This design comes from an exercise in tuning for small area, a short achievable clock period and few clock cycles on the open sky130 flow, not from production work. Only simulation tests tie the RTL to the original design; equivalence was not proved. Power and IR drop assume default switching activity.

$ cat design/flow/flow/run.sh
#!/bin/bash
# Standard ORFS layout (the standard.sh) with a tighter setup repair
# target and small port buffers; all logs stay in this folder.
set -euo pipefail
bash standard.sh \
  SETUP_SLACK_MARGIN=6.5 \
  "BUFFER_PORTS_ARGS=-buffer_cell sky130_fd_sc_hd__buf_2" \
  finish > flow_make.log 2>&1
$ cat design/flow/standard.sh
#!/bin/bash
# synth_recipe.tcl (not shown) runs the flow's synth.tcl, then flattens the netlist and writes it again
# the make line also repeats each setting of config.mk as NAME=value (left out here)
make -C /OpenROAD-flow-scripts/flow DESIGN_CONFIG=/design/flow/config.mk WORK_HOME=/design/flow/orfs CLKGATE_MAP_FILE= SYNTH_SCRIPT=/design/flow/synth_recipe.tcl "${@:-finish}"
$ cat design/flow/config.mk
export PLATFORM = sky130hd
export DESIGN_NAME = lm92_lcd
export DESIGN_NICKNAME = lm92_lcd
export VERILOG_FILES = /design/flow/design.v
export SDC_FILE = /design/flow/constraint.sdc
export NUM_CORES = 4
export LEC_CHECK = 0
export ABC_AREA = 1
export CAP_MARGIN = 20
export CORE_MARGIN = 2
export CORE_UTILIZATION = 40
export SLEW_MARGIN = 20
$ cat design/flow/constraint.sdc
create_clock -name core_clock -period 10.0 [get_ports {clk}]
set_input_delay 2.0000 -clock core_clock [delete_from_list [all_inputs] [get_ports {clk}]]
set_output_delay 2.0000 -clock core_clock [all_outputs]
set_load 0.01 [all_outputs]
$ cat design/flow/design.v
module lm92_lcd (
    input  wire        clk,
    input  wire        rst,           
    input  wire        cmd_valid,
    input  wire [31:0] cmd_word,
    output reg         busy,
    output reg         disp_init,
    output reg         rs,
    output wire [3:0]  err,
    output wire [3:0]  viol,
    output reg         ev_valid,
    input  wire        ev_ready,
    output reg         ev_kind,       
    output reg         ev_rs,
    output reg  [3:0]  ev_nib,
    output wire [13:0] ev_us,
    output reg         mem_req,
    output wire [15:0] mem_addr,
    input  wire        mem_ack,
    input  wire [7:0]  mem_rdata
);
    localparam K = 3;                  
    localparam [3:0] NSTEP = 24 / K;   
    localparam [3:0] W15000 = 4'b1100, W5000 = 4'b1000, W150 = 4'b0010,
                     W50 = 4'b0001, W3000 = 4'b0101;
    wire c12 = ev_nib[3], c11 = ev_nib[2], c2 = ev_nib[1], c5 = ev_nib[0];
    assign ev_us = {c12 & c11, c12, c11, 1'b0, c12 | c11, c12 ^ c11,
                    ~c5 | c11, 1'b0, c5, ~c12 | c11, c12 | c11, c2,
                    c2 | (c5 & ~c11), 1'b0};
    function gt_const(input [23:0] x, input [23:0] c, input integer n);
        integer i;
        reg gt, eq;
        begin
            gt = 1'b0; eq = 1'b1;
            for (i = n - 1; i >= 0; i = i - 1) begin
                if (!c[i]) gt = gt | (eq & x[i]);
                eq = eq & (x[i] == c[i]);
            end
            gt_const = gt;
        end
    endfunction
    reg       e_rng, e_fmt;            
    reg       p_rng, p_fmt;            
    reg [2:0] vl;                      
    assign err  = {1'b0, e_fmt, e_rng, e_rng};
    assign viol = {1'b0, vl};
    wire [7:0] opc = cmd_word[31:24];
    wire z23_16 = (cmd_word[23:16] == 8'd0);
    wire z15_8  = (cmd_word[15:8] == 8'd0);
    wire z7_0   = (cmd_word[7:0] == 8'd0);
    wire o_init = (opc == 8'h20), o_cmd = (opc == 8'h21), o_char = (opc == 8'h22),
         o_clr  = (opc == 8'h23), o_home = (opc == 8'h24), o_goto = (opc == 8'h25),
         o_text = (opc == 8'h30), o_hex = (opc == 8'h31), o_int = (opc == 8'h32);
    wire legal = ((o_init | o_clr | o_home) & z23_16 & z15_8 & z7_0) |
                 ((o_cmd | o_char) & z23_16 & z15_8) |
                 ((o_goto | o_text) & z23_16) | o_hex | o_int;
    wire acc = cmd_valid & ~busy & legal & (disp_init | o_init);
    wire [1:0] g_row = cmd_word[9:8];
    wire [7:0] g_col = cmd_word[7:0];
    wire g_cy = g_col[4] | (g_row[1] & g_col[3] & g_col[2]);
    wire [3:0] g_lo = {g_col[3] ^ (g_col[2] & g_row[1]), g_col[2] ^ g_row[1], g_col[1:0]};
    wire [2:0] g_hi = {g_row[0], g_row[1] & g_cy, g_row[1] ^ g_cy};
    wire g_bad = (cmd_word[15:10] != 6'd0) | (g_col[7:5] != 3'd0) |
                 (g_col[4] & (g_col[3] | g_col[2]));
    wire negv  = cmd_word[23];
    wire f_bad = negv & ~gt_const({1'b0, cmd_word[22:0]}, 24'h70BDC0, 23);
    wire a12   = negv ? ((cmd_word[22:12] == 11'h7FF) & (cmd_word[11:0] != 12'd0))
                      : (cmd_word[22:12] == 11'h000);
    wire [3:0] b_hi = o_goto ? {1'b1, g_hi} : (o_clr | o_home) ? 4'h0 : cmd_word[7:4];
    wire [3:0] b_lo = o_goto ? g_lo
                             : {cmd_word[3:2], cmd_word[1] | o_home, cmd_word[0] | o_clr};
    reg [27:0] S;         
    reg [4:0]  cnt;       
    reg        m_init, m_byte, m_text, m_num, m_fin;
    reg        ph;        
    reg        clr;       
    reg        hx;        
    reg        a12f;      
    reg        ninc;      
    reg        nd;        
    reg        nlo;       
    reg        nend;      
    reg        conv;      
    reg        rdy;       
    assign mem_addr = S[19:4];
    wire fire = ev_valid & ev_ready;
    wire adv  = ~ev_valid | ev_ready;
    reg        t_kind;
    reg [3:0]  t_nib;
    always @(*) begin
        t_kind = 1'b0; t_nib = 4'h0;
        case (cnt)
            5'd1:  t_nib = 4'h3;
            5'd2:  begin t_kind = 1'b1; t_nib = W5000; end
            5'd3:  t_nib = 4'h3;
            5'd4:  begin t_kind = 1'b1; t_nib = W150; end
            5'd5:  t_nib = 4'h3;
            5'd6:  begin t_kind = 1'b1; t_nib = W50; end
            5'd7:  t_nib = 4'h2;
            5'd8:  t_nib = 4'h2;
            5'd9:  t_nib = 4'h8;
            5'd10: t_nib = 4'h0;
            5'd11: t_nib = 4'hE;
            5'd12: t_nib = 4'h0;
            5'd13: t_nib = 4'h6;
            5'd14: t_nib = 4'h0;
            5'd15: t_nib = 4'h1;
            default: begin t_kind = 1'b1; t_nib = W3000; end
        endcase
    end
    function [3:0] add3(input [3:0] d, input en);
        reg c;
        begin
            c = en & (d[3] | (d[2] & (d[1] | d[0])));
            add3 = {d[3] | c, c ? d[3] & d[0] : d[2],
                    c ? (d[1] & d[0]) | (d[3] & ~d[0]) : d[1], d[0] ^ c};
        end
    endfunction
    wire [3:0]  ce   = {cnt[3], cnt[2] | a12f, cnt[1:0]};    
    wire [27:0] s_in = a12f ? {S[15:0], S[27:16]} : S;
    reg [27:0] s_step, t;
    integer l, j;
    always @(*) begin
        s_step = s_in;
        for (l = 0; l < K; l = l + 1) begin
            t = s_step;
            for (j = 0; j < 6; j = j + 1)
                t[4*j +: 4] = add3(s_step[4*j +: 4], ((4 * j - l + K - 1) / K <= 0) ? 1'b1 :
                                   gt_const({20'd0, ce}, (4 * j - l + K - 1) / K - 1, 4));
            s_step = {t[26:0], t[27]};
        end
    end
    wire [3:0] ce1 = ce + 4'd1;
    wire [23:0] x_in = S[27:4] ^ {24{m_num}};
    wire [24:0] pa;                    
    genvar g;
    assign pa[0] = 1'b1;
    generate
        for (g = 1; g <= 24; g = g + 1) begin : g_pa
            assign pa[g] = &x_in[g-1:0];
        end
    endgenerate
    wire [23:0] s_inc = x_in ^ pa[23:0];
    reg [2:0] top;
    always @(*) begin
        if      (S[27:24] != 4'd0) top = 3'd6;
        else if (S[23:20] != 4'd0) top = 3'd5;
        else if (S[19:16] != 4'd0) top = 3'd4;
        else if (S[15:12] != 4'd0) top = 3'd3;
        else if (S[11:8]  != 4'd0) top = 3'd2;
        else if (S[7:4]   != 4'd0 || hx) top = 3'd1;
        else top = 3'd0;
    end
    wire [2:0] ptr = rdy ? cnt[2:0] : top;
    reg  [3:0] dig;
    always @(*) begin
        case (ptr)
            3'd0: dig = S[3:0];
            3'd1: dig = S[7:4];
            3'd2: dig = S[11:8];
            3'd3: dig = S[15:12];
            3'd4: dig = S[19:16];
            3'd5: dig = S[23:20];
            default: dig = S[27:24];
        endcase
    end
    wire       dbig = dig[3] & (dig[2] | dig[1]);
    wire [3:0] c_hi = dbig ? 4'h6 : 4'h3;
    wire [3:0] c_lo = dbig ? {1'b0, dig[2:0] - 3'd1} : dig;
    wire       plast = (ptr[2:1] == 2'b00) & (ptr[0] == hx);
    wire take = mem_ack & (~ev_valid | (ev_ready & ph));
    wire rz   = (mem_rdata == 8'h00);
    always @(posedge clk) begin
        if (rst) begin
            busy      <= 1'b0;
            disp_init <= 1'b0;
            rs        <= 1'b0;
            e_rng     <= 1'b0;
            e_fmt     <= 1'b0;
            vl        <= 3'd0;
            ev_valid  <= 1'b0;
            mem_req   <= 1'b0;
        end else begin
            if (cmd_valid && vl == 3'd0) begin
                if (busy) vl <= 3'b001;
                else if (!legal) vl <= 3'b010;
                else if (!disp_init && !o_init) vl <= 3'b100;
            end
            if (fire) rs <= ev_rs;
            if (!busy) begin
                S[27:4]  <= cmd_word[23:0];
                S[3:0]   <= opc[4] ? 4'h0 : b_lo;
                p_rng    <= o_goto & g_bad;
                p_fmt    <= o_int & f_bad;
                ev_rs    <= o_char | o_text | o_hex | o_int;
                ph       <= o_text;
                clr      <= o_clr;
                hx       <= o_hex;
                a12f     <= a12;
                ninc     <= negv;
                nd       <= o_int & negv;
                nlo      <= o_int & ~negv;
                conv     <= o_int;
                rdy      <= 1'b0;
                nend     <= 1'b0;
                cnt      <= {4'd0, o_init};
                ev_kind  <= o_init;
                ev_nib   <= o_init ? W15000 : o_int ? (negv ? 4'h2 : 4'h3) : b_hi;
                m_init   <= o_init;
                m_byte   <= ~opc[4] & ~o_init;
                m_text   <= o_text;
                m_num    <= o_hex | o_int;
                m_fin    <= (o_goto & g_bad) | (o_int & f_bad);
                if (acc) begin
                    busy      <= 1'b1;
                    ev_valid  <= ~o_text & ~o_hex & ~(o_goto & g_bad) & ~(o_int & f_bad);
                    mem_req   <= o_text;
                    if (o_init) disp_init <= 1'b1;
                end
            end else begin
                e_rng <= p_rng;
                e_fmt <= p_fmt;
                if (m_fin) busy <= 1'b0;
                if (!m_fin && m_init && adv) begin
                    ev_kind <= t_kind;
                    ev_nib  <= t_nib;
                    cnt     <= cnt + 5'd1;
                    if (cnt == 5'd17) begin
                        ev_valid <= 1'b0;
                        busy     <= 1'b0;
                    end
                end
                if (!m_fin && m_byte && adv) begin
                    ev_kind <= ph;
                    ev_nib  <= ph ? W3000 : S[3:0];
                    ph      <= 1'b1;
                    if (ph) clr <= 1'b0;
                    if (ph && !clr) begin
                        ev_valid <= 1'b0;
                        busy     <= 1'b0;
                    end
                end
                if (!m_fin && m_text) begin
                    if (adv) begin
                        ev_nib <= ph ? mem_rdata[7:4] : S[3:0];
                        ph     <= ~(ph & take);
                        if (ph) ev_valid <= take & ~rz;
                    end
                    if (take) begin
                        S[3:0]  <= mem_rdata[3:0];
                        S[27:4] <= s_inc;
                        ph      <= 1'b0;
                        if (rz) begin
                            busy    <= 1'b0;
                            mem_req <= 1'b0;
                        end
                    end
                end
                if (!m_fin && m_num) begin
                    if (conv) begin
                        if (ninc) begin
                            S[27:4] <= s_inc;
                            ninc    <= 1'b0;
                        end else begin
                            S        <= s_step;
                            a12f     <= 1'b0;
                            cnt[3:0] <= ce1;
                            if (ce == NSTEP - 1) conv <= 1'b0;
                        end
                    end
                    if (adv) begin
                        if (nend) begin
                            ev_valid <= 1'b0;
                            busy     <= 1'b0;
                        end else if (nd) begin
                            ev_valid <= 1'b1;
                            ev_nib   <= 4'hD;
                            nd       <= 1'b0;
                        end else if (!nlo) begin
                            ev_valid <= !hx || !conv;
                            ev_nib   <= hx ? c_hi : 4'h3;
                            if (!hx || !conv) nlo <= 1'b1;
                            if (hx) begin
                                cnt[2:0] <= ptr;
                                rdy      <= 1'b1;
                            end
                        end else begin
                            ev_valid <= !conv;
                            ev_nib   <= c_lo;
                            if (!conv) begin
                                nlo      <= 1'b0;
                                cnt[2:0] <= ptr - 3'd1;
                                rdy      <= 1'b1;
                                nend     <= plast;
                            end
                        end
                    end
                end
            end
        end
    end
endmodule
==> results of run 1 <==
synthesized netlist by cell type (all sizes together):
| cell type | n |
|---|---|
| o311ai | 3 |
| o21bai | 2 |
| clkbuf | 19 |
| a211o | 1 |
| xnor2 | 17 |
| nand3 | 108 |
| o32ai | 1 |
| o2111ai | 2 |
| a32oi | 1 |
| nand4 | 14 |
| buf | 45 |
| edfxtp | 56 |
| nor2 | 129 |
| a21o | 1 |
| xor2 | 20 |
| a22oi | 4 |
| nand3b | 2 |
| a221oi | 6 |
| or2 | 4 |
| conb | 1 |
| nand2 | 386 |
| a211oi | 6 |
| clkinv | 2 |
| o31ai | 2 |
| o22ai | 12 |
| nor4 | 8 |
| a31oi | 9 |
| ha | 22 |
| o221ai | 5 |
| o211ai | 9 |
| and3 | 1 |
| o21a | 3 |
| a31o | 2 |
| and2 | 1 |
| inv | 187 |
| a21oi | 47 |
| nor3 | 17 |
| a41oi | 1 |
| o2bb2ai | 1 |
| dfxtp | 10 |
| o21ai | 123 |
area by class of cell:
| cell class | count | area (µm²) | share of cell area |
|---|---|---|---|
| Clock buffer | 11 | 275 | 0.0301 |
| Clock inverter | 5 | 48.8 | 0.00533 |
| Inverter | 189 | 726 | 0.0793 |
| Multi-Input combinational cell | 975 | 5120 | 0.560 |
| Sequential cell | 66 | 1880 | 0.206 |
| Tap cell | 265 | 332 | 0.0362 |
| Timing Repair Buffer | 128 | 761 | 0.0832 |
per-layer routing:
metal,GRT usage,up-vias
li1,-,4380
met1,0.395,4016
met2,0.416,419
met3,0.0546,58
met4,0.0925,0
met5,0,-
per-stage QoR:
| step | worst slack (ns) | power [mW] | cells | utilization |
|---|---|---|---|---|
| 5_1_grt | 6.50 | 1.08 | 1639 | 0.470 |
| 2_1_floorplan | 6.47 | 0.570 | 1294 | - |
| 4_1_cts | 6.51 | 1.01 | 1614 | 0.455 |
| 6_report | 6.58 | 1.02 | 1639 | 0.470 |
| 3_3_place_gp | 5.34 | 0.652 | 1590 | 0.431 |
| 3_5_place_dp | 5.26 | 0.654 | 1590 | 0.431 |
worst reg2reg max path, cell delays in order, from the launching register on:
cell      delay, ns
edfxtp_1       0.38
buf_12         0.22
inv_4          0.08
nor2_1         0.26
inv_2          0.18
nor2_2         0.37
inv_1          0.34
nor2_1         0.22
inv_1          0.36
a31oi_1        0.48
a21o_1         0.19
nand2_1        0.04
where the power goes:
part	internal, mW	switching, mW	leakage, nW
registers	0.313	0.0208	0.635
logic	0.111	0.229	3.56
clock network	0.204	0.145	0.161
flip-flops by register name (all words and copies together) (netlist names), 3 cells and up:
register	cells
vl	3
cnt	5
ev_nib	4
S	28
logic make-up after synthesis:
| group | Yosys count | synth area share |
|---|---|---|
| adder cells (fa/ha/maj) | 22 | 0.0347 |
| XOR/XNOR | 37 | 0.0409 |
| buffers and inverters | 253 | 0.143 |
| other | 1 | 0.000473 |
| flip-flops | 66 | 0.237 |
| AND/OR/NAND/NOR | 670 | 0.362 |
| AO/OA/AOI/OAI | 241 | 0.181 |
worst paths after layout:
check,startpoint,end,slack (ns),depth (start not counted)
worst max-delay path,rst,rdy,6.58,6
worst min-delay path,disp_init,disp_init,0.47,2
worst max register to register,m_num,S[11],6.64,11
worst min register to register,disp_init,disp_init,0.47,2
timing repair:
item                                    in CTS  in global routing
hold endpoints to repair                     0                  0
buffers inserted                             8                 25
resized for setup                           26                 39
pin swaps                                    4                 15
endpoints found under the setup margin      33                 26
==> summary.txt, run 1 <==
Setup Skew = 0.00628 ns
Final wirelength = 28600 µm
Worst path max stage delay = 0.43 ns
Met2 wire len = 12200 µm
DRC viols = 0
Final setup viols = 0
Via Count = 8873
RSZ-0062 raised after global routing = no
Drt pass-1 iters = 5
Die Wd = 145 µm
Port bufs = 88
Root Buffer = clkbuf_16
Total grt overflow = 0
Data required time of the worst path = 10.08 ns
Total Nets Final = 1436
Final period util = 0.342
Crit path kind = in2reg
Hold Buf Count CTS = 0
Hold Vio Cnt, Final = 0
Clock-pin slew on the worst setup and hold paths = 0.07 ns
Worst min path class = reg2reg
Peak VDD IR = 0.0898 mV
Critical Path, Cell by Cell = buf_2 -> clkinvlp_4 -> buf_6 -> nand2_1 -> o21ai_0 -> o21a_1
Worst skew pair latency = 0.35 ns
Critical Path Source Type = input port
Crit Path Max Fanout = 44
# rows = 51
Vias per cell = 5.41
Worst hold slack = 0.471 ns
# fillers = 2070
Slew @ Worst Pin = 0.740 ns
Post-DR wirelength/cell = 17.5 µm
Die extent in y = 145 µm
Worst Path Buf+Inv = 3
Power density cells = 112 mW/mm²
Die area = 0.0210 mm²
Clock sinks = 66
CTS tree = done
All-Layer GR Usage = 0.277
Synthesized cell area = 0.00793 mm²
Worst path slowest cell = o21ai_0
Synthesized instance count = 1290
Crit path DAT = 3.50 ns
Core Region = 0.0195 mm²
Ports = 94
Area Overhead vs Synth = 15.4%
Unique masters post-synth = 58
Global-route wire length before repair = 44000 µm
Post-DP Area = 0.00838 mm²
Max_slew headroom = 0.506
1st-iter DRT viols = 882
Area share of the largest cell type after synthesis = 0.212
# H-tree levels = 3
Ys Warns = 1
Detail Route Antenna Nets = 0
Max_cap viols = 0
Area leader, netlist = edfxtp_1
Commonest non-fill, non-tap cell in the layout = nand2_1
Starting Density = 0.407
Largest net degree at the start of global routing = 57
Setup TNS = 0 ns
Syn avg cell area = 6.15 µm²
Top sig layer = met4
Metal3 WL = 2750 µm
Status = complete, no violations
Leakage = 4.35 nW
CTS buffer count = 9
Tmin final = 3.42 ns
Ant diodes = 0
Commonest non-fill, non-tap cells in the layout = nand2_1, inv_1, nor2_1
Synth Register Bits = 66
Sequential share of the synthesized area = 0.237
Hpwl dp = 22200 µm
Final Max Slew Viols = 0
Initial antenna violation count = 0
Metal1 wirelength = 12800 µm
Post-route cell area = 0.00915 mm²
Worst Setup End Kind = flop
Peak Freq = 0.292 GHz
Delay-heaviest family, CP = buffers and inverters
GPL Wtd Cong = 0.963
Vias in the first global route = 7970
Synth area leaders = edfxtp_1, nand2_1, inv_1
Layout cells sized above 1 = 0.189
Clk buf depth = 2
Testbench counts, summed over its fixed seeds: cycles 9,198.
==> inputs of run 2 (changes only) <==
--- a/design/flow/design.v
+++ b/design/flow/design.v
@@ -116,8 +116,8 @@
                     c ? (d[1] & d[0]) | (d[3] & ~d[0]) : d[1], d[0] ^ c};
         end
     endfunction
-    wire [3:0]  ce   = {cnt[3], cnt[2] | a12f, cnt[1:0]};    
-    wire [27:0] s_in = a12f ? {S[15:0], S[27:16]} : S;
+    wire [3:0]  ce   = {cnt[3], cnt[2] | a12f, cnt[1], cnt[0] | a12f};    
+    wire [27:0] s_in = a12f ? {S[12:0], S[27:13]} : S;
     reg [27:0] s_step, t;
     integer l, j;
     always @(*) begin
==> run 2 against run 1 <==
Effect of this change: largest cell class unchanged; worst setup slack got worse by 0.0045 ns; critical endpoint is now S[7]; flip-flop and latch count unchanged; sequential share of layout area decreased by 0.80 points; die area increased by 4.3%; clock-buffer cell count decreased by 1; first-iteration DRC count increased by 0.23%; routed wire length increased by 12%; area after synthesis increased by 4.4%.
==> summary.txt, run 2 <==
Final Max Slew Viols = 0
Final setup viols = 0
Drt pass-1 iters = 5
Worst min path class = reg2reg
Area share of the largest cell type after synthesis = 0.203
Die area = 0.0219 mm²
Clock sinks = 66
Synth cell count leaders = nand2_1, inv_1, nor2_1
Peak VDD IR = 0.0771 mV
Die extent in y = 148 µm
Setup Skew = 0.0103 ns
CTS buffer count = 9
Hold Vio Cnt, Final = 0
Ys async rst share = 0
Most frequent cell after synthesis = nand2_1
Leakage = 4.41 nW
Syn avg cell area = 6.30 µm²
Clk buf depth = 2
Peak Freq = 0.292 GHz
Pre-CTS worst setup slack = 5.68 ns
Unique masters post-synth = 64
Max_slew headroom = 0.422
Commonest non-fill, non-tap cell in the layout = nand2_1
Max reg flops = 28
# H-tree levels = 3
Detail Route Antenna Nets = 0
Total grt overflow = 0
Worst path slowest cell = a221oi_1
1st-iter DRT viols = 884
Tmin final = 3.43 ns
Slew @ Worst Pin = 0.864 ns
Power Total = 1.04 mW
DRC viols = 0
Die Wd = 148 µm
Fin util = 0.469
Crit path kind = in2reg
Port bufs = 88
Largest registers = S (28), cnt (5), ev_nib (4)
Synthesized instance count = 1315
Power density cells = 109 mW/mm²
Setup WS post-layout = 6.57 ns
Setup TNS = 0 ns
Root Buffer = clkbuf_16
Post-DR wirelength/cell = 19.1 µm
Worst Path Buf+Inv = 4
Clock-pin slew on the worst setup and hold paths = 0.07 ns
Worst skew pair latency = 0.36 ns
Worst hold slack = 0.456 ns
Critical Path Source Type = input port
Final period util = 0.343
Vias per cell = 5.52
Synth area leaders = edfxtp_1, nand2_1, inv_1
Synthesized cell area = 0.00828 mm²
Worst Setup End Kind = flop
RSZ-0062 raised after global routing = yes
Max_cap viols = 0
Ant diodes = 0
Data required time of the worst path = 10.21 ns
Largest net degree at the start of global routing = 65
Main flop type after synthesis = edfxtp_1
Area leader, netlist = edfxtp_1
Crit path DAT = 3.64 ns
Biggest register = S
# rows = 52
Initial antenna violation count = 0
Post-synth EDFFs = 56
Hpwl dp = 24100 µm
Hold Buf Count CTS = 0
Core Region = 0.0203 mm²
Synth Register Bits = 66
Vias in the first global route = 8338
# fillers = 2175
Via Count = 9248
Crit Path Max Fanout = 14
Starting Density = 0.408
Status = complete, no violations
Ports = 94
Total Nets Final = 1469
GPL Wtd Cong = 1.00
Delay-heaviest family, CP = buffers and inverters
CTS tree = done
Global-route wire length before repair = 48400 µm
Sequential share of the synthesized area = 0.227
Ys Warns = 1
Commonest non-fill, non-tap cells in the layout = nand2_1, inv_1, nor2_1
Area Overhead vs Synth = 15.0%
Layout cells sized above 1 = 0.224
All-Layer GR Usage = 0.289
Worst path max stage delay = 0.36 ns
Critical Path, Cell by Cell = buf_2 -> nor2_4 -> nor2_1 -> nand2_1 -> buf_4 -> nand2_4 -> clkinvlp_4 -> buf_4 -> a221oi_1 -> nand2_1 -> o21ai_1
Final wirelength = 32100 µm
[run 2: routing by layer]
layer | up-vias | global-route usage | part of all wire
met5 | - | 0 | 0
met3 | 87 | 0.0657 | 0.093
met1 | 4224 | 0.400 | 0.44
met4 | 0 | 0.119 | 0.041
li1 | 4468 | - | -
met2 | 469 | 0.436 | 0.43
[run 2: layout make-up]
cell class              count  area, µm²  area share
clock inverters             6       47.5     0.00499
inverters                 190        737      0.0774
well taps                 270        338      0.0355
clock buffers              10        250      0.0263
flip-flops and latches     66       1880       0.198
repair buffers            137        822      0.0863
multi-input cells         996       5440       0.572
[run 2: report_power, final]
| part | switching, mW | internal [mW] | total (mW) |
|---|---|---|---|
| sequential | 0.0211 | 0.313 | 0.334 |
| combinational | 0.245 | 0.121 | 0.366 |
| clock | 0.151 | 0.186 | 0.337 |
| total | 0.417 | 0.620 | 1.04 |
[run 2: cell families after synthesis]
family	count (synthesis)	share of synthesized area
AND/OR/NAND/NOR	667	0.355
AO/OA/AOI/OAI	261	0.196
buffers and inverters	257	0.142
flip-flops	66	0.227
XOR/XNOR	39	0.0431
adder cells (fa/ha/maj)	24	0.0363
other	1	0.000453
[run 2: worst reg2reg max path, cell delays in order, from the launching register on]
cell and delay, ns:
edfxtp_1 0.51, inv_2 0.12, ha_1 0.15, nand3_1 0.09, o21ai_0 0.20, a21oi_1 0.11
o21ai_1 0.19, o21ai_2 0.12, ha_2 0.24, nand2_1 0.17, nor2_1 0.09, nor3_1 0.22
nand2_1 0.14, nor2_2 0.15, ha_1 0.19, nand3_1 0.08, nand2_1 0.07, nand3_1 0.07
nand3_1 0.08, nand2_1 0.05, nand2_1 0.06, nand2_1 0.05
[run 2: path summary, 6_finish.rpt]
path | from | endpoint | slack (ns) | cells past startpoint
worst min register to register | rs | rs | 0.46 | 2
worst max-delay path | ev_ready | S[7] | 6.57 | 11
worst min-delay path | rs | rs | 0.46 | 2
worst max register to register | S[5] | ev_nib[2] | 6.60 | 21
[run 2: timing repair]
| item | in CTS | in global routing |
|---|---|---|
| resized for setup | 19 | 45 |
| pin swaps | 0 | 6 |
| setup endpoints to repair | 33 | 25 |
| buffers inserted | 5 | 37 |
[run 2: metrics by stage]
| stage | cells | area (µm²) |
|---|---|---|
| floorplan | 1319 | 8310 |
| finish | 1675 | 9520 |
| CTS | 1638 | 9080 |
| global placement | 1617 | 8680 |
| detailed placement | 1617 | 8680 |
| global route | 1675 | 9520 |
Testbench counts of run 2, summed over its fixed seeds: cycles 9,002.

## port drivers added, routing unchanged
No port has a modelled driver above. Below, the same layouts with a new extraction and two added sets of constraints.
Step 1 (the two cells are an assumption about what drives the block):
set clk [get_ports {clk}]
set_driving_cell -lib_cell sky130_fd_sc_hd__clkbuf_16 $clk
set_driving_cell -lib_cell sky130_fd_sc_hd__buf_2 [delete_from_list [all_inputs] $clk]
Step 2 adds t to the input delays and takes it off the output delays; t is the mean of the earliest and latest rising clock arrival at the registers after step 1. Input paths then give back, and output paths get back, about the clock's delay inside the block.
Three values: ideal, step 1, step 2; two values: the first two.
run | t, ns | setup slack, ns | hold slack, ns | latest minus earliest clock arrival (ns) | worst slew at a driven data input, ns
run 1 | 0.392 | 6.576 / 6.557 / 6.207 | 0.471 / 0.471 / 0.471 | 0.006 / 0.006 | 0.03
run 2 | 0.397 | 6.572 / 6.594 / 6.197 | 0.456 / 0.456 / 0.456 | 0.010 / 0.010 | 0.04
After both steps every run listed still meets setup and hold. The setup slack of run 2, which loses most, moves by +0.022 ns with the drivers and by -0.375 ns with both steps.
